Source: an optimization exercise on an open RTL-to-GDS flow (aim: small area). Production flows keep margins and buffers that such runs may drop.
Function was checked by simulation only, so behaviour that the tests miss may differ from the original.
Power is estimated from default activity; no workload was simulated.

## wip/pepper
// esp_frame_rx
module esp_frame_rx (
    input  wire        clk,
    input  wire        rst,
    input  wire        cmd_valid,
    output wire        cmd_ready,
    input  wire [7:0]  cmd_op,
    input  wire [15:0] cmd_n,
    output reg         rsp_valid,
    output reg  [2:0]  rsp_tag,
    output wire [3:0]  rsp_code,
    output reg  [8:0]  rsp_a,
    output reg  [7:0]  rsp_b,
    input  wire [6:0]  rd_idx,
    output wire [7:0]  rd_data,
    output wire        src_rd,
    input  wire [1:0]  src_stat,
    input  wire [7:0]  src_data
);
Size: about 1100 flip-flops, roughly 79 I/O pins.
==> flow/config.mk <==
export PLATFORM = sky130hd
export DESIGN_NAME = esp_frame_rx
export DESIGN_NICKNAME = esp_frame_rx
export VERILOG_FILES = /design/flow/design.v
export SDC_FILE = /design/flow/constraint.sdc
export NUM_CORES = 4
export LEC_CHECK = 0
export CAP_MARGIN = 20
export CORE_MARGIN = 2
export CORE_UTILIZATION = 65
export PLACE_DENSITY = 0.75
export SLEW_MARGIN = 20
export SYNTH_HIERARCHICAL = 1
export SYNTH_MINIMUM_KEEP_SIZE = 0
==> flow/constraint.sdc <==
create_clock -name core_clock -period 12.0 [get_ports {clk}]
set_input_delay 2.4000 -clock core_clock [delete_from_list [all_inputs] [get_ports {clk}]]
set_output_delay 2.4000 -clock core_clock [all_outputs]
set_load 0.01 [all_outputs]
standard.sh (not shown) runs the stock make flow with config.mk's settings and CLKGATE_MAP_FILE= SYNTH_SCRIPT=/design/flow/synth_recipe.tcl, a recipe that flattens the netlist after the stock synthesis.
==> flow/flow/run.sh <==
#!/bin/bash
# Own flow: the standard layout (standard.sh: the standard synthesis script
# and the ORFS steps to finish) with three options changed:
#  - synthesis maps logic with an area-oriented ABC script (flow/abc_map.script)
#    in place of ORFS's abc_speed.script, which ends with buffering and
#    upsizing; everything else in synthesis, the flip-flops included, is as
#    in the standard synthesis;
#  - port buffers use the smallest buffer cell;
#  - clock tree synthesis uses sink clusters of clkbuf_8 and no dummy loads.
# Each tool's full output stays in the ORFS logs under orfs/logs; make's own
# output goes to layout.log.
set -euo pipefail
here=$(pwd)
mkdir -p scripts
cp -r "$FLOW_HOME/scripts/." scripts/
cp flow/abc_map.script scripts/abc_speed.script
export SCRIPTS_DIR="$here/scripts"
export BUFFER_PORTS_ARGS="-buffer_cell sky130_fd_sc_hd__buf_1"
export CTS_ARGS="-sink_clustering_enable -repair_clock_nets -dont_use_dummy_load -buf_list sky130_fd_sc_hd__clkbuf_8 -sink_clustering_size 20 -sink_clustering_max_diameter 45"
bash standard.sh > layout.log 2>&1
==> flow/flow/abc_map.script <==
&get -n
&st
&syn2
&dch
&nf
&st
&syn2
&dch
&nf
&put
Here is what was changed in the inputs of wip/violet compared with wip/pepper.
Settings: changing PLACE_DENSITY from 0.75 to 0.65; changing CORE_UTILIZATION from 65 to 50.
diff --git a/flow/flow/run.sh b/flow/flow/run.sh
--- a/flow/flow/run.sh
+++ b/flow/flow/run.sh
@@ -17,4 +17,4 @@
 export SCRIPTS_DIR="$here/scripts"
 export BUFFER_PORTS_ARGS="-buffer_cell sky130_fd_sc_hd__buf_1"
-export CTS_ARGS="-sink_clustering_enable -repair_clock_nets -dont_use_dummy_load -buf_list sky130_fd_sc_hd__clkbuf_8 -sink_clustering_size 20 -sink_clustering_max_diameter 45"
+export CTS_ARGS="-sink_clustering_enable -repair_clock_nets -dont_use_dummy_load -buf_list sky130_fd_sc_hd__clkbuf_8 -sink_clustering_size 18 -sink_clustering_max_diameter 60"
 bash standard.sh > layout.log 2>&1
### Flow results
wip/violet closes out successfully: all stages finished, all timing, DRC and antenna checks passed. In summary, wip/pepper completed successfully, with a layout that passed the timing, design-rule and antenna checks. wip/violet vs. wip/pepper: length of routed met2 wiring fell by 490 um, sequential share of the synthesized area has remained practically unchanged, placeable core area now larger. Setup WNS wip/pepper -> wip/violet: worse. Design area came out higher on wip/violet than on wip/pepper. In the flow results for wip/pepper and wip/violet, the layout overhead on the synthesized area is smaller on wip/pepper. [compare] base=wip/pepper new=wip/violet: highest clock rate decreased by 1.2% relative to the old numbers, power decreased by 1.0% relative to the old numbers, number of global-route vias before repair decreased by 418 relative to the old numbers.
For wip/lagoon, these inputs were changed with respect to wip/violet:
Settings: setting CTS_BUF_LIST to sky130_fd_sc_hd__clkbuf_16 for the first time; setting CTS_CLUSTER_SIZE to 24 for the first time; setting CTS_CLUSTER_DIAMETER to 60 for the first time.
==> flow/run.sh (new file) <==
#!/bin/bash
# synth_recipe.tcl (not shown) runs the flow's synth.tcl, then flattens the netlist and writes it again
# the make line also repeats each setting of config.mk as NAME=value (left out here)
make -C /OpenROAD-flow-scripts/flow DESIGN_CONFIG=/design/flow/config.mk WORK_HOME=/design/flow/orfs CLKGATE_MAP_FILE= SYNTH_SCRIPT=/design/flow/synth_recipe.tcl finish
removed: flow/flow/run.sh
removed: flow/flow/abc_map.script
removed: flow/standard.sh
Notes after the runs:
[diff] overall power, wip/lagoon relative to wip/violet: regression
On wip/lagoon: routed wire length is about 8% higher than what wip/violet gave.
wip/lagoon: done, clean on timing, DRC and antenna
Compared with wip/violet, wip/lagoon shows a higher cell area after placement.
| adder and majority gate portion of the synthesized area | wip/violet vs wip/lagoon | ≈ equal |
The inputs of wip/nickel differ from those of wip/lagoon as listed below.
Settings: removing CTS_BUF_LIST (formerly sky130_fd_sc_hd__clkbuf_16); removing CTS_CLUSTER_DIAMETER (formerly 60); removing CTS_CLUSTER_SIZE (formerly 24).
==> flow/flow/run.sh (new file) <==
#!/bin/bash
# Own flow: the standard layout (standard.sh: the standard synthesis script
# and the ORFS steps to finish) with three options changed:
#  - synthesis maps logic with an area-oriented ABC script (flow/abc_map.script)
#    in place of ORFS's abc_speed.script, which ends with buffering and
#    upsizing; everything else in synthesis, the flip-flops included, is as
#    in the standard synthesis;
#  - port buffers use the smallest buffer cell;
#  - clock tree synthesis uses sink clusters of clkbuf_16 and no dummy loads.
# Each tool's full output stays in the ORFS logs under orfs/logs; make's own
# output goes to layout.log.
set -euo pipefail
here=$(pwd)
mkdir -p scripts
cp -r "$FLOW_HOME/scripts/." scripts/
cp flow/abc_map.script scripts/abc_speed.script
export SCRIPTS_DIR="$here/scripts"
export BUFFER_PORTS_ARGS="-buffer_cell sky130_fd_sc_hd__buf_1"
export CTS_ARGS="-sink_clustering_enable -repair_clock_nets -dont_use_dummy_load -buf_list sky130_fd_sc_hd__clkbuf_16 -sink_clustering_size 32 -sink_clustering_max_diameter 60"
bash standard.sh > layout.log 2>&1
==> flow/flow/abc_map.script (new file) <==
&get -n
&st
&syn2
&dch
&nf
&st
&syn2
&dch
&nf
&put
==> flow/standard.sh (new file) <==
#!/bin/bash
# synth_recipe.tcl (not shown) runs the flow's synth.tcl, then flattens the netlist and writes it again
# the make line also repeats each setting of config.mk as NAME=value (left out here)
make -C /OpenROAD-flow-scripts/flow DESIGN_CONFIG=/design/flow/config.mk WORK_HOME=/design/flow/orfs CLKGATE_MAP_FILE= SYNTH_SCRIPT=/design/flow/synth_recipe.tcl "${@:-finish}"
removed: flow/run.sh
Notes after the runs:
- wip/nickel was carried through to the last stage, and its layout satisfied the timing, design-rule and antenna checks.
- wip/lagoon → wip/nickel: via count fell 579; pin count of the biggest net entering global routing fell 21%; sequential share of cell area rose 2.5 points; count of non-filler cells in the finished layout fell 43.
- wip/nickel vs wip/lagoon — post-synthesis average cell area climbed slightly

port drivers added, routing unchanged:
In the flow no input, the clock included, has a driving cell. The finished layouts below were timed again as built, in two steps.
Step 1: set_driving_cell puts a clkbuf_16 on clk and a buf_2 on each other input, an assumption about the parent block.
Step 2 also shifts input and output timing later by t, the mid clock arrival at the registers, as if the neighbouring blocks saw the same clock.
Slacks: no drivers / after step 1 / after step 2; pairs: no drivers / after step 1.
run	t (ns)	slack for setup (ns)	worst hold slack (ns)
wip/pepper	0.717	1.243 / 1.220 / 1.220	0.297 / 0.297 / 0.297
wip/violet	0.690	1.114 / 1.088 / 1.088	0.288 / 0.288 / 0.288
wip/lagoon	0.706	0.921 / 0.896 / 0.896	0.340 / 0.340 / 0.340
wip/nickel	0.656	1.158 / 1.131 / 1.131	0.281 / 0.281 / 0.281
After both steps every run listed still meets setup and hold. For wip/nickel, which loses most, drivers alone change the setup slack by -0.027 ns; drivers and shift together by -0.027 ns.
